Context: an optimization exercise on an open-source flow, tuned for small area, a short achievable clock period and few clock cycles per item. The choices shown serve that exercise and are no tape-out recipe.
Function was checked by simulation only, so behaviour that the tests miss may differ from the original.
Power figures rest on the tool's default switching activity, not on a simulated workload.

===== flow/flow/run.sh =====
#!/bin/bash
# Standard layout, with every port buffered by sky130_fd_sc_hd__buf_1.
set -euo pipefail
bash standard.sh BUFFER_PORTS_ARGS="-buffer_cell sky130_fd_sc_hd__buf_1" finish > standard.log 2>&1

===== flow/standard.sh =====
#!/bin/bash
# synth_recipe.tcl (not shown) runs the flow's synth.tcl, then flattens the netlist and writes it again
# the make line also repeats each setting of config.mk as NAME=value (left out here)
make -C /OpenROAD-flow-scripts/flow DESIGN_CONFIG=/design/flow/config.mk WORK_HOME=/design/flow/orfs CLKGATE_MAP_FILE= SYNTH_SCRIPT=/design/flow/synth_recipe.tcl "${@:-finish}"

===== flow/config.mk =====
export PLATFORM = sky130hd
export DESIGN_NAME = emu_cpu
export DESIGN_NICKNAME = emu_cpu
export VERILOG_FILES = /design/flow/design.v
export SDC_FILE = /design/flow/constraint.sdc
export NUM_CORES = 4
export LEC_CHECK = 0
export CAP_MARGIN = 20
export CORE_MARGIN = 2
export CORE_UTILIZATION = 40
export PLACE_DENSITY = 0.6
export SLEW_MARGIN = 20

===== flow/constraint.sdc =====
create_clock -name core_clock -period 5.0 [get_ports {clk}]
set_input_delay 1.0000 -clock core_clock [delete_from_list [all_inputs] [get_ports {clk}]]
set_output_delay 1.0000 -clock core_clock [all_outputs]
set_load 0.01 [all_outputs]

===== flow/design.v =====
module emu_cpu (
    input  wire        clk,
    input  wire        rst,
    input  wire        tick,
    input  wire        warm,
    output wire        busy,
    output reg         done,
    output wire        mem_re,
    output wire        mem_we,
    output wire [15:0] mem_addr,
    output wire [7:0]  mem_wdata,
    input  wire [7:0]  mem_rdata,
    output wire [15:0] pc,
    output reg  [7:0]  a,
    output wire [7:0]  p,
    output reg         halted,
    output reg  [31:0] total_cycles
);
    localparam [15:0] BOOT_PC      = 16'h8000;
    localparam [15:0] RESET_VECTOR = 16'hFFFC;
    localparam [1:0] S_IDLE = 2'd0,
                     S_RUN  = 2'd1,
                     S_FIN  = 2'd2;
    localparam [1:0] E_OP  = 2'd0,
                     E_IMM = 2'd1,
                     E_LO  = 2'd2,
                     E_HI  = 2'd3;
    reg [1:0]  state;
    reg [15:0] f;           
    reg [7:0]  lo;
    reg [7:0]  hi;
    reg [1:0]  e;
    reg        is_jmp;      
    reg        is_sta;      
    reg        wflag;       
    reg        arr_q;       
    reg        ea_q;        
    reg        data_q;      
    reg        match_q;     
    reg        replay_q;    
    reg [2:0]  pend;        
    reg [10:0] frame;
    reg        zf, nf;
    assign busy      = (state != S_IDLE);
    assign pc        = f;
    assign p         = {nf, 5'b00000, zf, 1'b0};
    assign mem_wdata = a;
    assign mem_addr  = (ea_q | replay_q) ? {hi, lo} : f;
    assign mem_we    = ea_q & is_sta;
    assign mem_re    = (state == S_RUN) & ~mem_we;
    wire run     = (state == S_RUN);
    wire arr     = arr_q & ~match_q;
    wire arr_op  = arr & (e == E_OP);
    wire arr_imm = arr & (e == E_IMM);
    wire arr_lo  = arr & (e == E_LO);
    wire arr_hi  = arr & (e == E_HI);
    wire ge1364  = (frame >= 11'd1364);
    wire ge1362  = (frame >= 11'd1362);
    wire exh     = halted | ge1364 | (pend[1] & ge1362);
    wire stop    = arr_op & exh;
    wire exec    = arr_op & ~exh;
    wire jmp_hi  = arr_hi & is_jmp;
    wire issue   = run & ~stop & ~ea_q & ~replay_q & ~jmp_hi;
    wire [7:0] d = mem_rdata;
    wire op_imm  = (d == 8'hA9);
    wire op_lda  = (d == 8'hAD);
    wire op_sta  = (d == 8'h8D);
    wire op_jmp  = (d == 8'h4C);
    wire op_nop  = (d == 8'hEA);
    wire op_brk  = (d == 8'h00);
    reg [2:0] cost;
    always @(*) begin
        cost = 3'd0;
        if (op_imm | op_nop) cost = 3'd2;
        if (op_lda | op_sta) cost = 3'd4;
        if (op_jmp)          cost = 3'd3;
        if (op_brk)          cost = 3'd7;
    end
    always @(posedge clk) begin
        if (rst) begin
            state        <= S_IDLE;
            done         <= 1'b0;
            f            <= BOOT_PC;
            a            <= 8'h00;
            zf           <= 1'b0;
            nf           <= 1'b0;
            halted       <= 1'b0;
            total_cycles <= 32'd0;
            arr_q        <= 1'b0;
            ea_q         <= 1'b0;
            data_q       <= 1'b0;
            replay_q     <= 1'b0;
            match_q      <= 1'b0;
            pend         <= 3'd0;
        end else begin
            done         <= 1'b0;
            frame        <= frame + {8'd0, pend};
            total_cycles <= total_cycles + {29'd0, pend};
            pend         <= exec ? cost : 3'd0;
            arr_q        <= issue | replay_q;
            ea_q         <= arr_hi & ~is_jmp;
            data_q       <= ea_q & ~is_sta;
            replay_q     <= ea_q & match_q;
            match_q      <= arr_hi & is_sta & ({d, lo} == f);
            if (issue)
                f <= f + 16'd1;
            if (stop)
                f <= f - 16'd1;
            if (jmp_hi)
                f <= {d, lo};
            if (arr_imm | data_q) begin
                a  <= d;
                zf <= (d == 8'h00);
                nf <= d[7];
            end
            if (arr_lo)
                lo <= d;
            if (arr_hi)
                hi <= d;
            if (exec) begin
                if (op_imm)
                    e <= E_IMM;
                if (op_lda | op_sta | op_jmp)
                    e <= E_LO;
                is_jmp <= op_jmp;
                is_sta <= op_sta;
                if (op_brk)
                    halted <= 1'b1;
            end
            if (arr_imm)
                e <= E_OP;
            if (arr_lo)
                e <= E_HI;
            if (arr_hi)
                e <= E_OP;
            case (state)
                S_IDLE: begin
                    if (tick) begin
                        frame <= 11'd0;
                        pend  <= 3'd0;
                        e     <= E_OP;
                        wflag <= 1'b0;
                        state <= halted ? S_FIN : S_RUN;
                    end else if (warm) begin
                        f      <= RESET_VECTOR;
                        e      <= E_LO;
                        is_jmp <= 1'b1;
                        wflag  <= 1'b1;
                        state  <= S_RUN;
                    end
                end
                S_RUN: begin
                    if (stop | (jmp_hi & wflag))
                        state <= S_FIN;
                end
                S_FIN: begin
                    done  <= 1'b1;
                    state <= S_IDLE;
                end
                default: state <= S_IDLE;
            endcase
        end
    end
endmodule

==> flow_metrics.py, run 1 <==
metrics = {
    "logic_synthesis": {
        "synth_most_common_cell": "nor2_1",
        "synth_edf_count": 32,
        "netlist_top_cells_count": "nor2_1 (76), dfxtp_1 (69), nand2_1 (41)",
        "avgSynthCellArea_um2": 9.045,
        "synth_warnings": 1,
        "yosysTopAreaCellShare": 0.2495,
        "synthDistinctLibCells": 58,
        "synth-main-ff-cell": "dfxtp_1",
        "synth_cells": 612,
        "synthesis.area_um2": 5535,
        "synth_seq_cells": 101,
        "synth_area_leaders": "dfxtp_1 (25%), edfxtp_1 (17%), nor2_1 (5.2%), xnor2_1 (4.7%), xor2_1 (4.1%)",
        "yosys.area.top_type": "dfxtp_1",
        "synthArstFlopShare": 0,
        "ys_seq_area_frac": 0.4231,
    },
    "finish": {
        "final_util": 0.4631,
        "num-fill-cells": 1303,
        "area_growth_pct": 12.12,
        "multi_input_area_um2": 2888,
        "layout-drive-gt1-share": 0.06745,
        "seqCellArea_um2": 2342,
        "nets": 699,
        "antenna_cells": 0,
    },
    "sta": {
        "final-setup-viol-count": 0,
        "worstMarginPinSlew_ns": 0.8738,
        "finalMaxSlewViolations": 0,
        "maxSlewHeadroom": 0.4175,
        "rsz0062_at_grt": "false",
        "fin_setup_tns_ns": 0,
        "final_hold_viol_count": 0,
        "finClkSkew_ns": 0.01000,
        "fin_crit_sh": 0.5312,
        "fmax_mhz": 376.5,
        "finalCriticalPeriod_ns": 2.656,
    },
    "worst_setup_path": {
        "worstSetupStartpoint": "rst",
        "cp_num_buf_inv": 2,
        "rr_startpoint": "pend[0]",
        "crit_required_ns": 5.25,
        "critPathMaxStageDelay_ns": 0.87,
        "cp-start-kind": "input pin",
        "path_max_fanout": 32,
        "endpoint_kind": "flip-flop",
        "cp_slowest_cell": "clkinv_1",
        "crit_type": "in2reg",
        "crit_family": "buffers and inverters",
        "arrival_ns": 2.90,
        "crit_chain": "clkbuf_2, clkinv_1, and3_1",
    },
    "grt": {
        "grt_pass1_wl_um": 23420,
        "grt_overflow": 0,
        "grt_max_degree": 35,
        "grt_pass1_vias": 4356,
        "track_usage": 0.2038,
        "antenna_found_initial": 0,
    },
    "cts": {
        "htree_levels": 3,
        "cts_buffer_depth": 2,
        "ctsHoldBuffers": 0,
        "post_cts_buffers": 0,
        "cts_resized": 0,
        "path_clk_slew_ns": 0.07,
        "clock_latency_ns": 0.36,
        "clock-sinks": 101,
        "cts_buffers": 9,
        "root_buffer": "clkbuf_16",
        "tritoncts": "built",
    },
    "floorplanning": {
        "ioPinCount": 105,
        "die_h_um": 121.6,
        "rows": 42,
        "die_w_um": 121.6,
        "dieArea_um2": 14800,
        "core_area_um2": 13400,
        "initial_core_util": 0.4131,
    },
    "power_and_ir_drop": {
        "powerDensity_nw_per_um2": 324.5,
        "p_leak_nw": 2.192,
        "ir_drop_mv": 0.1767,
    },
    "placement": {
        "dp_hpwl_um": 10610,
        "numPortBuffers": 98,
        "gp_congestion": 0.9036,
    },
    "worst_hold_path": {
        "worst_hold_path_type": "reg2reg",
        "min-delay-start": "is_jmp",
    },
    "drt": {
        "first_pass_iters": 5,
        "wl_um": 14740,
        "antenna_left": 0,
        "wl_per_cell_um": 17.18,
        "avgViaCountPerCell": 5.631,
        "num_vias": 4831,
        "drt_iter0_drc": 425,
        "drc": 0,
    },
    "run_status": {
        "status": "complete, no violations",
    },
    "run": {
        "cap_violations": 0,
    },
}
## cell type report
class | count | share of cell area
inverters | 19 | 0.01149
flip-flops and latches | 101 | 0.3774
clock buffers | 10 | 0.03851
clock inverters | 6 | 0.007460
well taps | 176 | 0.03548
repair buffers | 102 | 0.06431
multi-input cells | 444 | 0.4653
## layer usage
layer | up-vias | share of wire | global-route usage
li1 | 2311 | - | -
met1 | 2312 | 0.45 | 0.2854
met2 | 185 | 0.46 | 0.3107
met3 | 23 | 0.068 | 0.03418
met4 | 0 | 0.023 | 0.08836
met5 | - | 0 | 0
## final timing paths
kind              slack [ns]          endpoint  cells past startpoint
setup / recovery        2.34          replay_q                      3
hold / removal          0.49              ea_q                      1
setup reg to reg        2.43  total_cycles[16]                      9
hold reg to reg         0.49              ea_q                      1
## cells in the final DEF, fill, tap and decap left out, types with 3 or more instances in the layout
cell and count:
buf_1 97, nor2_1 76, dfxtp_1 69, nand2_1 41, edfxtp_1 32, xnor2_1 30
a21oi_1 29, xor2_1 26, nand3_1 21, inv_1 18, nor3_1 17, nand4_1 17
o21ai_0 16, mux2_2 16, mux2i_1 13, or3_1 12, nor4_1 12, and3_1 10
a211oi_1 9, clkbuf_16 9, ha_1 8, a21o_1 7, a31oi_1 6, nor2b_1 6
and4_1 6, nor3b_1 6, conb_1 6, o31ai_1 5, and2_1 4, nor4b_1 4
a221oi_1 4, buf_4 4, or4_1 3, clkinv_4 3
## sequential cells by signal (all words and copies together) (netlist names), 2 cells and up
signal        flops
total_cycles     32
lo                8
a                 7
pend              3
state             2
frame            11
e                 2
f                16
hi                8
## cell families after synthesis
group | count (synthesis) | share of synthesized area
adders and majority gates | 10 | 0.02532
DFF | 101 | 0.4231
AOI/OAI and AO/OA | 93 | 0.1080
buffers and inverters | 72 | 0.06103
other | 1 | 0.0006775
and+or+nand+nor | 250 | 0.2371
muxes | 29 | 0.05606
xor gates and xnor gates | 56 | 0.08861
## where the power goes
| part | leakage [nW] | switching (mW) | total, mW | internal, mW |
|---|---|---|---|---|
| registers | 0.863 | 0.0822 | 0.972 | 0.890 |
| logic | 1.19 | 0.224 | 0.360 | 0.136 |
| clock network | 0.143 | 0.326 | 0.682 | 0.355 |
## metrics by stage
stage	hold WS, ns	cell area [um2]	std cells	setup slack, ns	total power [mW]
2_1_floorplan	0.4325	5554	617	2.544	1.230
3_3_place_gp	0.4863	5907	842	2.026	1.335
3_5_place_dp	0.4817	5907	842	1.907	1.341
4_1_cts	0.4934	6192	858	2.272	2.022
5_1_grt	0.5081	6206	858	2.172	2.105
6_report	0.4899	6206	858	2.344	2.014
Testbench counts, summed over its fixed seeds: cycles 128,529, ticks 80.
==> run 2, diff against run 1 <==
--- a/flow/config.mk
+++ b/flow/config.mk
@@ -10,3 +10,4 @@
 export CORE_UTILIZATION = 40
 export PLACE_DENSITY = 0.6
+export SETUP_SLACK_MARGIN = 2.5
 export SLEW_MARGIN = 20
==> run 2 against run 1 <==
  * Fmax increased by 4.8%
  * Sequential share of layout area down 0.96 points
  * Non-clock buffer count up 5
  * Critical endpoint is now mem_addr[6]
  * Synthesized area unchanged
  * Still clean on timing, DRC and antenna
  * Combinational power rose by 4%
==> flow_metrics.py, run 2 <==
metrics = {
    "logic_synthesis": {
        "netlist_top_cells_count": "nor2_1 (76), dfxtp_1 (69), nand2_1 (41)",
        "synth_area_leaders": "dfxtp_1 (25%), edfxtp_1 (17%), nor2_1 (5.2%), xnor2_1 (4.7%), xor2_1 (4.1%)",
        "synthDistinctLibCells": 58,
        "synth_seq_cells": 101,
        "ys_seq_area_frac": 0.4231,
        "synth_most_common_cell": "nor2_1",
        "avgSynthCellArea_um2": 9.045,
        "yosys.area.top_type": "dfxtp_1",
        "synthArstFlopShare": 0,
        "synth_edf_count": 32,
        "synth-main-ff-cell": "dfxtp_1",
        "yosysTopAreaCellShare": 0.2495,
        "synth_warnings": 1,
        "synthesis.area_um2": 5535,
        "synth_cells": 612,
    },
    "cts": {
        "clock-sinks": 101,
        "clock_latency_ns": 0.36,
        "root_buffer": "clkbuf_16",
        "cts_buffers": 9,
        "path_clk_slew_ns": 0.07,
        "htree_levels": 3,
        "cts_buffer_depth": 2,
        "ctsHoldBuffers": 0,
        "tritoncts": "built",
    },
    "worst_setup_path": {
        "crit_chain": "nor2_4, buf_6, mux2_2, buf_1",
        "cp_num_buf_inv": 2,
        "endpoint_kind": "primary output",
        "reg2reg_slack_ns": 2.60,
        "crit_required_ns": 4.00,
        "arrival_ns": 1.53,
        "cp-start-kind": "flip-flop",
        "ff2ff_path_depth": 7,
        "rr_startpoint": "e[0]",
        "cp_slowest_cell": "mux2_2",
        "crit_family": "multiplexers",
        "r2r-end": "f[5]",
        "path_max_fanout": 8,
        "crit_type": "reg2out",
        "critPathMaxStageDelay_ns": 0.36,
    },
    "placement": {
        "dp_hpwl_um": 10610,
        "place_ws_ns": 1.907,
        "gp_congestion": 0.9036,
        "placed_cell_area_um2": 5907,
        "numPortBuffers": 98,
    },
    "power_and_ir_drop": {
        "pwr-share-comb": 0.185,
        "switching_share": 0.3137,
        "seqPwrFrac": 0.479,
        "p_leak_nw": 2.309,
        "ir_drop_mv": 0.1706,
        "power_switching_mw": 0.6378,
        "powerDensity_nw_per_um2": 318.6,
        "p_int_mw": 1.396,
        "pwr-share-clk": 0.337,
    },
    "finish": {
        "layout_common_cells": "buf_1 (87), nor2_1 (75), dfxtp_1 (67)",
        "layout-drive-gt1-share": 0.1092,
        "area_growth_pct": 15.30,
        "fin_area_um2": 6382,
        "top_regs": "total_cycles (32), f (16), frame (11)",
        "nets": 704,
        "final_common_cell": "buf_1",
        "antenna_cells": 0,
        "largest_reg_flops": 32,
        "top_register": "total_cycles",
    },
    "run": {
        "cap_violations": 0,
    },
    "run_status": {
        "status": "complete, no violations",
    },
    "floorplanning": {
        "ioPinCount": 105,
        "die_w_um": 121.6,
        "initial_core_util": 0.4131,
        "rows": 42,
        "core_area_um2": 13400,
        "dieArea_um2": 14800,
        "die_h_um": 121.6,
    },
    "sta": {
        "finalCriticalPeriod_ns": 2.533,
        "finClkSkew_ns": 0.01074,
        "rsz0062_at_grt": "true",
        "fin_setup_tns_ns": 0,
        "fmax_mhz": 394.7,
        "worstMarginPinSlew_ns": 0.8751,
        "fin_crit_sh": 0.5067,
        "finalMaxSlewViolations": 0,
        "maxSlewHeadroom": 0.4166,
        "final-setup-viol-count": 0,
        "final_hold_viol_count": 0,
        "setup_ws_ns": 2.467,
    },
    "drt": {
        "drc": 0,
        "num_vias": 4837,
        "first_pass_iters": 5,
        "drt_iter0_drc": 411,
        "antenna_left": 0,
        "wl_um": 14980,
        "wl_per_cell_um": 17.36,
        "avgViaCountPerCell": 5.605,
    },
    "grt": {
        "grt_util_met3": 0.03371,
        "antenna_found_initial": 0,
        "grt_pass1_wl_um": 23690,
        "track_usage": 0.2064,
        "grt_overflow": 0,
        "use_met2": 0.3188,
        "grt_pass1_vias": 4369,
        "top_usage_layer": "met2",
        "grt.met1_usage": 0.2886,
        "grt_max_degree": 35,
    },
    "worst_hold_path": {
        "worst_hold_path_type": "reg2reg",
        "holdPathEnd": "ea_q",
        "holdPathStages": 1,
        "min-delay-start": "is_jmp",
    },
}
==> run 2: cell counts after synthesis <==
Identical to the previous run, type by type.
==> run 2: repair_timing <==
| action | in CTS | in global routing |
|---|---|---|
| resized for setup | 32 | 11 |
| pin swaps | 0 | 2 |
| setup buffers | 1 | 3 |
| cloned | 1 | 0 |
| setup endpoints to repair | 48 | 38 |
==> run 2: power by group through the flow <==
stage	sequential, mW	clock (mW)	combinational (mW)
floorplan	0.949	0	0.280
global placement	0.987	0	0.349
detailed placement	0.988	0	0.353
CTS	0.969	0.697	0.368
global route	0.981	0.729	0.412
finish	0.973	0.684	0.376
==> run 2: how the worst max path moves through the flow <==
| stage | from | to | slack [ns] | depth (start not counted) |
|---|---|---|---|---|
| finish | replay_q | mem_addr[6] | 2.47 | 4 |
| global route | replay_q | mem_addr[6] | 2.44 | 4 |
| CTS | ea_q | mem_addr[6] | 2.45 | 4 |
| detailed placement | rst | match_q | 1.91 | 4 |
| global placement | rst | replay_q | 2.03 | 3 |
| floorplan | ea_q | mem_addr[10] | 2.54 | 3 |
==> run 2: cell type report <==
class	count	area, um2
Tap cell	176	220.2
Clock inverter	6	46.29
Timing Repair Buffer	107	485.5
Fill cell	1291	7018
Sequential cell	101	2347
Multi-Input combinational cell	444	2972
Inverter	19	72.57
Clock buffer	10	239.0
==> run 2: cell families (layout without fill, tap and decap cells) <==
| logic type | Yosys count | count (layout) | synth area share |
|---|---|---|---|
| xor gates and xnor gates | 56 | 56 | 0.08861 |
| DFF | 101 | 101 | 0.4231 |
| buffers and inverters | 72 | 142 | 0.06103 |
| muxes | 29 | 29 | 0.05606 |
| other | 1 | 6 | 0.0006775 |
| and+or+nand+nor | 250 | 250 | 0.2371 |
| adders and majority gates | 10 | 10 | 0.02532 |
| AOI/OAI and AO/OA | 93 | 93 | 0.1080 |
==> run 2: stage by stage <==
step	utilization	power, mW	hold WS [ns]	instances
floorplan	-	1.230	0.4325	617
global placement	0.4408	1.335	0.4863	842
detailed placement	0.4408	1.341	0.4817	842
CTS	0.4710	2.034	0.4846	860
global route	0.4763	2.123	0.4991	863
finish	0.4763	2.033	0.4813	863
==> run 2: layer usage <==
metal  wire (um)  share of wire
met5           0              0
met4         358          0.024
met3        1023          0.068
met2        6836           0.46
met1        6758           0.45
==> run 3, diff against run 2 <==
--- a/flow/config.mk
+++ b/flow/config.mk
@@ -6,4 +6,5 @@
 export NUM_CORES = 4
 export LEC_CHECK = 0
+export ABC_AREA = 1
 export CAP_MARGIN = 20
 export CORE_MARGIN = 2
==> run 3 against run 2 <==
  * Combinational power shrank 31%
  * Flip-flop and latch count is the same
  * Die area grew 3.5%
  * Sequential power shrank 5.1%
  * Synthesized cell count grew 30%
  * Sequential share of layout area shrank 0.37 points
  * Highest routed layer unchanged
==> flow_metrics.py, run 3 <==
metrics = {
    "run_status": {
        "status": "complete, no violations",
    },
    "logic_synthesis": {
        "synth_most_common_cell": "nand2_1",
        "netlist_top_cells_count": "nand2_1 (170), inv_1 (101), nor2_1 (73)",
        "synth_simple_gate_area_share": 0.3122,
        "synthAdderAreaFrac": 0.02444,
        "synth_area_leaders": "dfxtp_1 (24%), edfxtp_1 (17%), nand2_1 (11%), inv_1 (6.6%), a21oi_1 (5.3%)",
        "synthesis.area_um2": 5734,
        "synth_edf_count": 32,
        "synth_seq_cells": 101,
        "synth_xor_xnor_area_share": 0.01069,
        "synth-compound-area-share": 0.1342,
        "synth-main-ff-cell": "dfxtp_1",
        "synthDistinctLibCells": 45,
        "yosys.area.top_type": "dfxtp_1",
        "avgSynthCellArea_um2": 7.186,
        "synthMuxAreaShare": 0,
        "synth_warnings": 1,
        "synth_top_family_by_area": "simple AND/OR/NAND/NOR gates",
        "synth_cells": 798,
        "yosysTopAreaCellShare": 0.2409,
        "ys_seq_area_frac": 0.4085,
        "synthArstFlopShare": 0,
    },
    "finish": {
        "num-fill-cells": 1455,
        "top_register": "total_cycles",
        "area_growth_pct": 12.33,
        "largest_reg_flops": 32,
        "top_regs": "total_cycles (32), f (16), frame (11)",
        "antenna_cells": 0,
        "instances_no_fill": 1063,
        "final_common_cell": "nand2_1",
        "fin_area_um2": 6441,
        "layout-drive-gt1-share": 0.06342,
        "layout_common_cells": "nand2_1 (169), inv_1 (101), buf_1 (97)",
        "nets": 900,
    },
    "drt": {
        "antenna_left": 0,
        "num_vias": 5479,
        "wl_um": 15990,
        "wl_per_cell_um": 15.05,
        "avgViaCountPerCell": 5.154,
        "drc": 0,
        "drt_iter0_drc": 464,
        "first_pass_iters": 5,
    },
    "worst_setup_path": {
        "path_max_fanout": 33,
        "crit_chain": "inv_1, nand2_8, o21ai_0, buf_1",
        "critPathMaxStageDelay_ns": 0.31,
        "cp-start-kind": "flip-flop",
        "crit_type": "reg2out",
        "crit_required_ns": 4.00,
        "arrival_ns": 1.38,
        "endpoint_kind": "primary output",
        "cp_slowest_cell": "dfxtp_1",
    },
    "floorplanning": {
        "core_area_um2": 13930,
        "dieArea_um2": 15310,
        "rows": 43,
        "die_w_um": 123.7,
        "die_h_um": 123.7,
        "initial_core_util": 0.4115,
        "ioPinCount": 105,
    },
    "grt": {
        "grt_overflow": 0,
        "grt_pass1_vias": 4907,
        "grt_pass1_wl_um": 25220,
        "antenna_found_initial": 0,
        "track_usage": 0.2134,
        "grt_max_degree": 46,
    },
    "placement": {
        "gp_congestion": 0.8939,
        "placed_cell_area_um2": 6141,
        "numPortBuffers": 98,
        "place_inst": 1047,
        "dp_hpwl_um": 11910,
    },
    "sta": {
        "finalMaxSlewViolations": 0,
        "maxSlewHeadroom": 0.5355,
        "worstMarginPinSlew_ns": 0.6948,
        "fin_crit_sh": 0.4750,
        "fmax_mhz": 421.0,
        "fin_setup_tns_ns": 0,
        "final_hold_viol_count": 0,
        "finClkSkew_ns": 0.01081,
        "finalCriticalPeriod_ns": 2.375,
        "final-setup-viol-count": 0,
        "rsz0062_at_grt": "false",
    },
    "cts": {
        "cts_buffers": 9,
        "clock_latency_ns": 0.35,
        "cts_buffer_depth": 2,
        "htree_levels": 3,
        "post_cts_buffers": 0,
        "clock-sinks": 101,
        "tritoncts": "built",
        "root_buffer": "clkbuf_16",
        "path_clk_slew_ns": 0.07,
    },
    "worst_hold_path": {
        "worst_hold_path_type": "reg2reg",
    },
    "power_and_ir_drop": {
        "p_int_mw": 1.298,
        "seqPwrFrac": 0.500,
        "ir_drop_mv": 0.1412,
        "switching_share": 0.2963,
        "pwr-share-comb": 0.141,
        "power_switching_mw": 0.5467,
        "power.total_mw": 1.845,
        "p_leak_nw": 2.427,
        "pwr-share-clk": 0.359,
        "powerDensity_nw_per_um2": 286.4,
    },
    "run": {
        "cap_violations": 0,
    },
}
[run 3: cell types whose count changed after synthesis, moves of 8 or more]
cell	before	now
mux2_2	16	0
xnor2_1	30	2
clkbuf_1	28	14
or3_1	12	0
nor3_1	19	29
a211oi_1	9	1
a21oi_1	30	61
xor2_1	26	5
o21ai_0	16	56
inv_1	18	101
nand3_1	21	59
nand2_1	41	170
mux2i_1	13	0
[run 3: final timing paths]
check	from	end	slack, ns	cells past startpoint
setup / recovery	ea_q	mem_addr[11]	2.62	4
hold / removal	state[0]	done	0.48	1
setup reg to reg	pend[1]	total_cycles[18]	2.72	11
hold reg to reg	state[0]	done	0.48	1
[run 3: per-stage QoR]
step | setup slack, ns | hold WS (ns) | utilization
after CTS | 2.581 | 0.4809 | 0.4610
after floorplan | 2.504 | 0.4356 | -
after global routing | 2.491 | 0.4921 | 0.4622
after global placement | 2.436 | 0.4591 | 0.4407
after detailed placement | 2.399 | 0.4690 | 0.4407
final | 2.625 | 0.4765 | 0.4622
[run 3: power groups by stage]
stage               Sequential, mW  Clock (mW)  Combinational (mW)
floorplan                    0.932           0               0.185
global placement             0.941           0               0.257
detailed placement           0.940           0               0.259
CTS                          0.922       0.676               0.260
global route                 0.928       0.706               0.296
finish                       0.923       0.663               0.259
[run 3: what timing repair did]
item	4_1_cts	5_1_grt
endpoints found under the setup margin	16	17
hold buffers	0	0
pin swaps	0	1
resized for setup	2	6
[run 3: routing by layer]
metal,up-vias,track usage,share of wire
met1,2468,0.2840,0.45
met3,26,0.03800,0.070
met5,-,0,0
li1,2781,-,-
met2,204,0.3486,0.46
met4,0,0.07528,0.022
[run 3: layout make-up]
cell class	count	area, um2	share of cell area
tap	180	225.2	0.03497
clock inverter	7	50.05	0.007770
inverter	106	397.9	0.06177
multi-input combinational	559	2806	0.4357
clock buffer	9	225.2	0.03497
timing repair buffer	101	391.6	0.06080
sequential	101	2345	0.3640
[run 3: logic make-up (layout without fill, tap and decap cells)]
kind of cell | count (synthesis) | count (layout)
flip-flops | 101 | 101
adder cells (fa/ha/maj) | 10 | 10
other | 1 | 6
AND/OR/NAND/NOR | 393 | 393
AO/OA/AOI/OAI | 143 | 143
buffers and inverters | 143 | 223
XOR/XNOR | 7 | 7
[run 3: critical path: cells and delay by family (launching register included)]
family                 cells  cell delay, ns
AOI/OAI and AO/OA          1            0.21
buffers and inverters      2            0.35
DFF                        1            0.31
and+or+nand+nor            1            0.16
==> run 4, diff against run 3 <==
==> flow/run.sh (new file) <==
#!/bin/bash
# synth_recipe.tcl (not shown) runs the flow's synth.tcl, then flattens the netlist and writes it again
# the make line also repeats each setting of config.mk as NAME=value (left out here)
make -C /OpenROAD-flow-scripts/flow DESIGN_CONFIG=/design/flow/config.mk WORK_HOME=/design/flow/orfs CLKGATE_MAP_FILE= SYNTH_SCRIPT=/design/flow/synth_recipe.tcl finish
--- a/flow/config.mk
+++ b/flow/config.mk
@@ -6,9 +6,7 @@
 export NUM_CORES = 4
 export LEC_CHECK = 0
-export ABC_AREA = 1
 export CAP_MARGIN = 20
 export CORE_MARGIN = 2
 export CORE_UTILIZATION = 40
 export PLACE_DENSITY = 0.6
-export SETUP_SLACK_MARGIN = 2.5
 export SLEW_MARGIN = 20
removed: flow/flow/run.sh
removed: flow/standard.sh
==> run 4 against run 3 <==
  * Still clean on timing, DRC and antenna
  * Synthesized cell count down 23%
  * Die area fell by 3.4%
  * Sequential power up 5.3%
  * Critical path depth did not move
  * Via count is 13% lower
  * Fmax fell by 21%
  * Worst hold slack better by 0.028 ns
  * Cell area increased by 6.1%
  * Flip-flop and latch count unchanged
  * Final cell count down 19%
  * Combinational power up 63%
  * First-iteration DRC count down 13%
==> flow_metrics.py, run 4 <==
metrics = {
    "finish": {
        "area_growth_pct": 23.42,
        "layout-drive-gt1-share": 0.06579,
        "final_common_cell": "clkdlybuf4s50_1",
        "largest_reg_flops": 32,
        "top_register": "total_cycles",
        "fin_area_um2": 6832,
        "top_regs": "total_cycles (32), f (16), frame (11)",
        "antenna_cells": 0,
        "layout_common_cells": "clkdlybuf4s50_1 (97), nor2_1 (76), dfxtp_1 (69)",
        "nets": 701,
    },
    "sta": {
        "fin_setup_tns_ns": 0,
        "final_hold_viol_count": 0,
        "maxSlewHeadroom": 0.3864,
        "finClkSkew_ns": 0.008736,
        "finalCriticalPeriod_ns": 2.994,
        "fin_crit_sh": 0.5989,
        "worstMarginPinSlew_ns": 0.9169,
        "final-setup-viol-count": 0,
        "fmax_mhz": 334.0,
        "finalMaxSlewViolations": 0,
        "rsz0062_at_grt": "false",
        "setup_ws_ns": 2.006,
    },
    "cts": {
        "path_clk_slew_ns": 0.07,
        "tritoncts": "built",
        "cts_buffer_depth": 2,
        "cts_resized": 0,
        "ctsHoldBuffers": 0,
        "root_buffer": "clkbuf_16",
        "post_cts_buffers": 0,
        "cts_buffers": 9,
        "clock-sinks": 101,
        "htree_levels": 3,
        "clock_latency_ns": 0.35,
    },
    "floorplanning": {
        "die_h_um": 121.6,
        "core_area_um2": 13400,
        "die_w_um": 121.6,
        "dieArea_um2": 14800,
        "rows": 42,
        "initial_core_util": 0.4131,
        "ioPinCount": 105,
    },
    "drt": {
        "num_vias": 4745,
        "avgViaCountPerCell": 5.517,
        "drc": 0,
        "wl_per_cell_um": 17.61,
        "antenna_left": 0,
        "first_pass_iters": 5,
        "drt_iter0_drc": 406,
        "wl_um": 15140,
    },
    "worst_setup_path": {
        "crit_type": "reg2out",
        "crit_required_ns": 4.00,
        "arrival_ns": 1.99,
        "cp-start-kind": "flip-flop",
        "reg2reg_slack_ns": 2.39,
        "path_max_fanout": 16,
        "endpoint_kind": "primary output",
    },
    "power_and_ir_drop": {
        "powerDensity_nw_per_um2": 307.8,
        "pwr-share-clk": 0.337,
        "switching_share": 0.2985,
        "p_int_mw": 1.475,
        "ir_drop_mv": 0.2031,
        "pwr-share-comb": 0.200,
        "seqPwrFrac": 0.462,
        "p_leak_nw": 2.430,
        "power_switching_mw": 0.6276,
    },
    "logic_synthesis": {
        "ys_seq_area_frac": 0.4231,
        "synth_warnings": 1,
        "synth_edf_count": 32,
        "synth-main-ff-cell": "dfxtp_1",
        "synth_seq_cells": 101,
        "yosysTopAreaCellShare": 0.2495,
        "synthesis.area_um2": 5535,
        "synthDistinctLibCells": 58,
        "synth_area_leaders": "dfxtp_1 (25%), edfxtp_1 (17%), nor2_1 (5.2%), xnor2_1 (4.7%), xor2_1 (4.1%)",
        "yosys.area.top_type": "dfxtp_1",
        "synth_most_common_cell": "nor2_1",
        "synthArstFlopShare": 0,
        "avgSynthCellArea_um2": 9.045,
        "netlist_top_cells_count": "nor2_1 (76), dfxtp_1 (69), nand2_1 (41)",
        "synth_cells": 612,
    },
    "placement": {
        "numPortBuffers": 98,
        "gp_congestion": 0.8684,
        "dp_hpwl_um": 10840,
        "placed_cell_area_um2": 6533,
        "place_ws_ns": 1.807,
    },
    "grt": {
        "grt_overflow": 0,
        "grt_max_degree": 65,
        "grt_pass1_vias": 4504,
        "grt_pass1_wl_um": 24160,
        "track_usage": 0.2095,
        "antenna_found_initial": 0,
    },
    "worst_hold_path": {
        "worst_hold_path_type": "reg2reg",
    },
    "run": {
        "cap_violations": 0,
    },
    "run_status": {
        "status": "complete, no violations",
    },
}
==> run 4: cell types whose count changed after synthesis, sizes merged, moves of 12 or more <==
cell,before,now
nand3,60,21
xor2,5,26
a21oi,62,31
mux2,0,16
xnor2,2,30
inv,106,18
clkbuf,14,29
mux2i,0,13
nor3,32,19
nand2,177,41
or3,0,12
o21ai,60,17
==> run 4: cells by family after synthesis <==
kind of cell | count (synthesis) | share of synthesized area
xor+xnor | 56 | 0.08861
buf+inv | 72 | 0.06103
compound gates | 93 | 0.1080
fa+ha+maj | 10 | 0.02532
simple gates | 250 | 0.2371
mux | 29 | 0.05606
flops | 101 | 0.4231
other cells | 1 | 0.0006775
==> run 4: metal layers <==
layer  global-route usage  part of all wire  vias to the layer above
met3              0.04401             0.052                       25
li1                     -                 -                     2305
met5                    0                 0                        -
met4              0.06681             0.019                        0
met1               0.2914              0.46                     2277
met2               0.3265              0.46                      138
==> run 4: area by class of cell <==
cell class / count / area (um2)
fill: 1292 / 6569
multi-input combinational: 444 / 2883
sequential: 101 / 2342
timing repair buffer: 104 / 1021
clock buffer: 9 / 225.2
tap: 176 / 220.2
inverter: 19 / 71.32
clock inverter: 7 / 68.82
==> run 4: final timing paths <==
kind | startpoint | end | depth (start not counted)
worst max-delay path | ea_q | mem_addr[6] | 4
worst min-delay path | is_jmp | ea_q | 1
worst max register to register | pend[1] | total_cycles[16] | 8
worst min register to register | is_jmp | ea_q | 1
==> run 4: power by group through the flow <==
| stage | logic (mW) | registers [mW] | clock network, mW |
|---|---|---|---|
| floorplan | 0.280 | 0.949 | 0 |
| CTS | 0.421 | 0.970 | 0.724 |
| global placement | 0.415 | 0.987 | 0 |
| finish | 0.421 | 0.972 | 0.709 |
| global route | 0.456 | 0.981 | 0.755 |
| detailed placement | 0.417 | 0.988 | 0 |
==> run 4: critical path: stages, from the launching register on <==
cell             delay (ns)
dfxtp_1                0.38
nor2_1                 0.12
buf_4                  0.26
mux2_2                 0.38
clkdlybuf4s50_1        0.50
==> run 4: stage by stage <==
stage	instances	hold WS [ns]	total power, mW	utilization
2_1_floorplan	617	0.4325	1.230	-
3_3_place_gp	844	0.4888	1.402	0.4872
3_5_place_dp	844	0.4896	1.406	0.4875
4_1_cts	860	0.4983	2.114	0.5094
5_1_grt	860	0.5264	2.192	0.5098
6_report	860	0.5043	2.103	0.5098
==> run 5, diff against run 4 <==
--- a/flow/config.mk
+++ b/flow/config.mk
@@ -10,3 +10,4 @@
 export CORE_UTILIZATION = 40
 export PLACE_DENSITY = 0.6
+export SETUP_SLACK_MARGIN = 3.0
 export SLEW_MARGIN = 20
==> run 5 against run 4 <==
  * Still clean
  * Power increased by 10%
  * Combinational power up 59%
  * Worst hold slack improved by 0.0026 ns
  * Wire length up 22%
  * Sequential share of layout area decreased by 5.1 points
  * Synthesized cell count did not move
  * Critical path depth rose by 2
  * First-iteration DRC count up 12%
  * Die area is the same
  * Critical path type unchanged
  * Critical endpoint is now mem_addr[4]
  * Largest power group unchanged
  * Highest routed layer unchanged
==> flow_metrics.py, run 5 <==
metrics = {
    "logic_synthesis": {
        "synth_most_common_cell": "nor2_1",
        "synth-main-ff-cell": "dfxtp_1",
        "synthArstFlopShare": 0,
        "synth_warnings": 1,
        "synthesis.area_um2": 5535,
        "synth_seq_cells": 101,
        "netlist_top_cells_count": "nor2_1 (76), dfxtp_1 (69), nand2_1 (41)",
        "synth_cells": 612,
        "synthDistinctLibCells": 58,
        "ys_seq_area_frac": 0.4231,
        "avgSynthCellArea_um2": 9.045,
        "yosys.area.top_type": "dfxtp_1",
        "synth_edf_count": 32,
        "synth_area_leaders": "dfxtp_1 (25%), edfxtp_1 (17%), nor2_1 (5.2%), xnor2_1 (4.7%), xor2_1 (4.1%)",
        "yosysTopAreaCellShare": 0.2495,
    },
    "grt": {
        "grt_overflow": 0,
        "grt_pass1_wl_um": 28140,
        "grt_max_degree": 37,
        "track_usage": 0.2438,
        "grt_pass1_vias": 5144,
        "antenna_found_initial": 0,
    },
    "sta": {
        "finalMaxSlewViolations": 0,
        "final_hold_viol_count": 0,
        "worstMarginPinSlew_ns": 0.8230,
        "whs_ns": 0.5069,
        "final-setup-viol-count": 0,
        "finClkSkew_ns": 0.008110,
        "fin_setup_tns_ns": 0,
        "fin_crit_sh": 0.5305,
        "setup_ws_ns": 2.347,
        "rsz0062_at_grt": "true",
        "maxSlewHeadroom": 0.4477,
        "fmax_mhz": 377.0,
        "finalCriticalPeriod_ns": 2.653,
    },
    "floorplanning": {
        "initial_core_util": 0.4131,
        "dieArea_um2": 14800,
        "die_h_um": 121.6,
        "die_w_um": 121.6,
        "rows": 42,
        "ioPinCount": 105,
        "core_area_um2": 13400,
    },
    "drt": {
        "drc": 0,
        "antenna_left": 0,
        "dr.max_layer_used": "met4",
        "route.met3.wl_um": 1271,
        "wl_per_cell_um": 19.30,
        "dr_wl_met2_um": 9165,
        "avgViaCountPerCell": 5.681,
        "first_pass_iters": 6,
        "num_vias": 5454,
        "drt_iter0_drc": 453,
        "wl_met1_um": 7573,
        "wl_um": 18530,
    },
    "power_and_ir_drop": {
        "p_int_mw": 1.589,
        "seqPwrFrac": 0.406,
        "ir_drop_mv": 0.1898,
        "power.total_mw": 2.314,
        "powerDensity_nw_per_um2": 271.7,
        "p_leak_nw": 3.454,
        "pwr-share-comb": 0.289,
        "power_switching_mw": 0.7247,
        "switching_share": 0.3132,
        "pwr-share-clk": 0.305,
    },
    "placement": {
        "place_ws_ns": 1.995,
        "place_inst": 840,
        "placed_cell_area_um2": 6651,
        "dp_hpwl_um": 10840,
        "numPortBuffers": 98,
        "gp_congestion": 0.8422,
    },
    "worst_setup_path": {
        "arrival_ns": 1.65,
        "crit_end": "mem_addr[4]",
        "cp-start-kind": "flip-flop",
        "worstSetupStartpoint": "replay_q",
        "reg2reg_slack_ns": 2.76,
        "endpoint_kind": "primary output",
        "ff2ff_path_depth": 10,
        "rr_startpoint": "ea_q",
        "crit_type": "reg2out",
        "path_max_fanout": 8,
        "crit_required_ns": 4.00,
        "r2r-end": "f[12]",
    },
    "finish": {
        "top_regs": "total_cycles (32), f (16), frame (11)",
        "layout-drive-gt1-share": 0.4477,
        "top_register": "total_cycles",
        "final_common_cell": "buf_4",
        "final_util": 0.6357,
        "layout_common_cells": "buf_4 (82), nor2_1 (62), nand2_1 (41), buf_6 (41), edfxtp_1 (32)",
        "largest_reg_flops": 32,
        "num-fill-cells": 1095,
        "area_growth_pct": 53.89,
        "instances_no_fill": 960,
        "antenna_cells": 0,
        "fin_area_um2": 8518,
        "nets": 801,
    },
    "cts": {
        "cts_buffer_depth": 2,
        "ctsHoldBuffers": 0,
        "root_buffer": "clkbuf_16",
        "path_clk_slew_ns": 0.07,
        "clock_latency_ns": 0.35,
        "htree_levels": 3,
        "cts_buffers": 9,
        "clock-sinks": 101,
        "tritoncts": "built",
    },
    "worst_hold_path": {
        "worst_hold_path_type": "reg2reg",
    },
    "run_status": {
        "status": "complete, no violations",
    },
    "run": {
        "cap_violations": 0,
    },
}
run 5: cell counts after synthesis:
No cell type changed its count.
run 5: how the worst min path moves through the flow:
stage / from / endpoint / slack, ns / cells after the start
after floorplan: is_sta / data_q / 0.43 / 1
after global placement: zf / zf / 0.49 / 2
after detailed placement: is_jmp / ea_q / 0.48 / 1
after CTS: is_jmp / ea_q / 0.49 / 1
after global routing: is_jmp / ea_q / 0.53 / 1
final: total_cycles[11] / total_cycles[11] / 0.51 / 2
run 5: critical path, cell delays in order (launching register included):
cell,delay [ns]
dfxtp_4,0.36
nor2_4,0.16
buf_12,0.13
buf_16,0.13
buf_6,0.10
mux2_4,0.30
buf_6,0.12
run 5: metal layers:
layer  vias to the layer above  global-route usage
met3                        45             0.04916
met5                         -                   0
met4                         0             0.08764
met1                      2662              0.3186
met2                       217              0.4017
li1                       2530                   -
run 5: cell type report:
type                       instances  area, um2  share of cell area
tap                              176      220.2             0.02585
timing repair buffer             201       1792              0.2103
clock inverter                     5      61.31            0.007197
sequential                       101       2485              0.2917
multi-input combinational        447       3651              0.4286
inverter                          19      76.32            0.008960
clock buffer                      11      232.7             0.02732
run 5: timing repair:
| action | CTS | global route |
|---|---|---|
| endpoints found under the hold margin | 0 | 0 |
| setup buffers | 77 | 23 |
| cloned | 4 | 0 |
| gates resized for setup | 395 | 146 |
| setup endpoints to repair | 186 | 133 |
| pin swaps | 31 | 48 |
run 5: cells by family after synthesis:
logic type | share of synthesized area
AO/OA/AOI/OAI | 0.1080
flip-flops | 0.4231
other | 0.0006775
buffers and inverters | 0.06103
AND/OR/NAND/NOR | 0.2371
adder cells (fa/ha/maj) | 0.02532
XOR/XNOR | 0.08861
multiplexers | 0.05606
run 5: power by group through the flow:
stage | Sequential, mW | Clock (mW) | Combinational (mW)
global route | 0.945 | 0.754 | 0.707
finish | 0.940 | 0.706 | 0.669
CTS | 0.940 | 0.716 | 0.572
detailed placement | 0.988 | 0 | 0.425
global placement | 0.987 | 0 | 0.420
floorplan | 0.950 | 0 | 0.293
==> run 6, diff against run 5 <==
==> flow/flow/run.sh (new file) <==
#!/bin/bash
# Standard layout, with every port buffered by sky130_fd_sc_hd__buf_2.
set -euo pipefail
bash standard.sh BUFFER_PORTS_ARGS="-buffer_cell sky130_fd_sc_hd__buf_2" finish > standard.log 2>&1
==> flow/standard.sh (new file) <==
#!/bin/bash
# synth_recipe.tcl (not shown) runs the flow's synth.tcl, then flattens the netlist and writes it again
# the make line also repeats each setting of config.mk as NAME=value (left out here)
make -C /OpenROAD-flow-scripts/flow DESIGN_CONFIG=/design/flow/config.mk WORK_HOME=/design/flow/orfs CLKGATE_MAP_FILE= SYNTH_SCRIPT=/design/flow/synth_recipe.tcl "${@:-finish}"
--- a/flow/config.mk
+++ b/flow/config.mk
@@ -10,4 +10,3 @@
 export CORE_UTILIZATION = 40
 export PLACE_DENSITY = 0.6
-export SETUP_SLACK_MARGIN = 3.0
 export SLEW_MARGIN = 20
removed: flow/run.sh
==> run 6 against run 5 <==
  * Final cell count is 11% lower
  * Synthesized cell count unchanged
  * Fmax down 2.1%
  * Sequential power rose by 3.3%
  * Combinational power decreased by 44%
  * Register-to-register slack got worse by 0.33 ns
  * Critical path type is now in2reg
  * Largest cell class unchanged
  * Highest routed layer unchanged
==> flow_metrics.py, run 6 <==
metrics = {
    "logic_synthesis": {
        "synthMuxAreaShare": 0.05606,
        "synth_area_leaders": "dfxtp_1 (25%), edfxtp_1 (17%), nor2_1 (5.2%), xnor2_1 (4.7%), xor2_1 (4.1%)",
        "synthDistinctLibCells": 58,
        "synth_xor_xnor_area_share": 0.08861,
        "synth-compound-area-share": 0.1080,
        "netlist_top_cells_count": "nor2_1 (76), dfxtp_1 (69), nand2_1 (41)",
        "synth-main-ff-cell": "dfxtp_1",
        "yosysTopAreaCellShare": 0.2495,
        "synthAdderAreaFrac": 0.02532,
        "synth_warnings": 1,
        "avgSynthCellArea_um2": 9.045,
        "synth_top_family_by_area": "simple AND/OR/NAND/NOR gates",
        "synth_simple_gate_area_share": 0.2371,
        "synth_cells": 612,
        "synthesis.area_um2": 5535,
        "synth_edf_count": 32,
        "ys_seq_area_frac": 0.4231,
        "synthArstFlopShare": 0,
        "synth_seq_cells": 101,
        "synth_most_common_cell": "nor2_1",
        "yosys.area.top_type": "dfxtp_1",
    },
    "worst_setup_path": {
        "path_max_fanout": 65,
        "crit_type": "in2reg",
        "arrival_ns": 2.96,
        "crit_required_ns": 5.25,
        "cp_num_buf_inv": 3,
        "critPathMaxStageDelay_ns": 0.85,
        "crit_family": "buffers and inverters",
        "crit_chain": "buf_2, buf_4, clkinv_1, and3_1",
        "endpoint_kind": "flip-flop",
        "cp_slowest_cell": "clkinv_1",
        "cp-start-kind": "input pin",
    },
    "finish": {
        "top_regs": "total_cycles (32), f (16), frame (11)",
        "top_register": "total_cycles",
        "layout-drive-gt1-share": 0.2064,
        "num-fill-cells": 1317,
        "nets": 700,
        "antenna_cells": 0,
        "instances_no_fill": 859,
        "final_util": 0.4740,
        "seqCellArea_um2": 2342,
        "multi_input_area_um2": 2879,
        "area_growth_pct": 14.74,
        "final_common_cell": "buf_2",
        "largest_reg_flops": 32,
        "layout_common_cells": "buf_2 (98), nor2_1 (76), dfxtp_1 (69)",
    },
    "sta": {
        "rsz0062_at_grt": "false",
        "maxSlewHeadroom": 0.2964,
        "fin_setup_tns_ns": 0,
        "finalCriticalPeriod_ns": 2.709,
        "finClkSkew_ns": 0.009390,
        "fin_crit_sh": 0.5418,
        "finalMaxSlewViolations": 0,
        "worstMarginPinSlew_ns": 1.047,
        "fmax_mhz": 369.1,
        "final_hold_viol_count": 0,
        "final-setup-viol-count": 0,
    },
    "floorplanning": {
        "ioPinCount": 105,
        "die_w_um": 121.6,
        "rows": 42,
        "die_h_um": 121.6,
        "dieArea_um2": 14800,
        "initial_core_util": 0.4131,
        "core_area_um2": 13400,
    },
    "cts": {
        "ctsHoldBuffers": 0,
        "path_clk_slew_ns": 0.07,
        "htree_levels": 3,
        "clock-sinks": 101,
        "cts_buffer_depth": 2,
        "root_buffer": "clkbuf_16",
        "cts_resized": 0,
        "clock_latency_ns": 0.35,
        "cts_buffers": 9,
        "tritoncts": "built",
        "post_cts_buffers": 0,
    },
    "placement": {
        "place_inst": 842,
        "dp_hpwl_um": 10450,
        "gp_congestion": 0.8789,
        "numPortBuffers": 98,
    },
    "drt": {
        "antenna_left": 0,
        "wl_met1_um": 6839,
        "drc": 0,
        "dr_wl_met2_um": 6814,
        "route.met3.wl_um": 860,
        "avgViaCountPerCell": 5.546,
        "wl_per_cell_um": 17.14,
        "num_vias": 4764,
        "drt_iter0_drc": 472,
        "dr.max_layer_used": "met4",
        "first_pass_iters": 5,
        "wl_um": 14720,
    },
    "worst_hold_path": {
        "worst_hold_path_type": "reg2reg",
    },
    "grt": {
        "grt_max_degree": 66,
        "grt_pass1_vias": 4268,
        "track_usage": 0.2014,
        "grt_overflow": 0,
        "grt_pass1_wl_um": 23140,
        "antenna_found_initial": 0,
    },
    "power_and_ir_drop": {
        "power.total_mw": 2.064,
        "ir_drop_mv": 0.1481,
        "p_leak_nw": 2.593,
        "powerDensity_nw_per_um2": 325.0,
    },
    "run": {
        "cap_violations": 0,
    },
    "run_status": {
        "status": "complete, no violations",
    },
}
==> run 6: cell counts after synthesis <==
No cell type changed its count.
==> run 6: metal layers <==
| layer | vias to the layer above | global-route usage |
|---|---|---|
| met5 | - | 0 |
| met4 | 0 | 0.07112 |
| met3 | 14 | 0.03511 |
| met2 | 162 | 0.3027 |
| met1 | 2277 | 0.2916 |
| li1 | 2311 | - |
==> run 6: final cells by class <==
type / count / share of cell area
clock buffers: 11 / 0.04334
repair buffers: 103 / 0.08314
clock inverters: 5 / 0.005516
well taps: 176 / 0.03467
flip-flops and latches: 101 / 0.3688
multi-input cells: 444 / 0.4533
inverters: 19 / 0.01123
==> run 6: report_power, final <==
| group | total [mW] | internal [mW] | switching (mW) |
|---|---|---|---|
| logic | 0.374 | 0.149 | 0.225 |
| clock network | 0.719 | 0.400 | 0.319 |
| registers | 0.971 | 0.890 | 0.0813 |
==> run 6: path summary, 6_finish.rpt <==
path / startpoint / endpoint / slack, ns / cells after the start
min reg2reg: is_jmp / ea_q / 0.49 / 1
max reg2reg: pend[0] / total_cycles[16] / 2.43 / 9
max: rst / replay_q / 2.29 / 4
min: is_jmp / ea_q / 0.49 / 1
==> run 6: kinds of logic after synthesis <==
logic type,after synthesis
AOI/OAI and AO/OA,93
other,1
xor gates and xnor gates,56
DFF,101
and+or+nand+nor,250
adders and majority gates,10
buffers and inverters,72
muxes,29
==> run 6: through the flow <==
step / hold WS, ns / instance area (um2) / setup WS [ns]
final: 0.4901 / 6351 / 2.291
after global routing: 0.5086 / 6351 / 2.027
after CTS: 0.4921 / 6339 / 2.216
after detailed placement: 0.4846 / 6028 / 1.864
after global placement: 0.4803 / 6028 / 1.893
after floorplan: 0.4325 / 5554 / 2.544
==> run 6: worst register-to-register path: cells and delay by family, from the launching register on <==
kind,cells,cell delay (ns)
fa+ha+maj,2,0.56
flops,1,0.36
xor+xnor,1,0.15
compound gates,1,0.17
simple gates,4,1.14
buf+inv,1,0.06

-- re-timing with driven ports --
The flow's constraints put no driver on any port. The routed layouts listed below were extracted and timed again, unchanged, in two steps. Step 1 (the two cells are an assumption about what drives the block):
set clk [get_ports {clk}]
set_driving_cell -lib_cell sky130_fd_sc_hd__clkbuf_16 $clk
set_driving_cell -lib_cell sky130_fd_sc_hd__buf_2 [delete_from_list [all_inputs] $clk]
Step 2 also shifts input and output timing later by t, the mid clock arrival at the registers, as if the neighbouring blocks saw the same clock. Slacks: ideal ports / drivers / drivers and shift; pairs: ideal ports / drivers.
run | shift t [ns] | setup WS [ns] | clock arrival spread, ns | pins driven straight from the clock port
run 1 | 0.392 | 2.344 / 2.319 / 1.970 | 0.010 / 0.011 | 1
run 2 | 0.393 | 2.467 / 2.427 / 2.321 | 0.011 / 0.011 | 1
run 3 | 0.384 | 2.625 / 2.585 / 2.378 | 0.011 / 0.011 | 1
run 4 | 0.393 | 2.006 / 1.964 / 1.830 | 0.009 / 0.009 | 1
run 5 | 0.391 | 2.347 / 2.305 / 2.585 | 0.009 / 0.008 | 1
run 6 | 0.390 | 2.291 / 2.312 / 1.922 | 0.009 / 0.009 | 1
After both steps setup and hold are still met in every run listed. For run 1, which loses most, drivers alone change the setup slack by -0.025 ns; drivers and shift together by -0.374 ns.
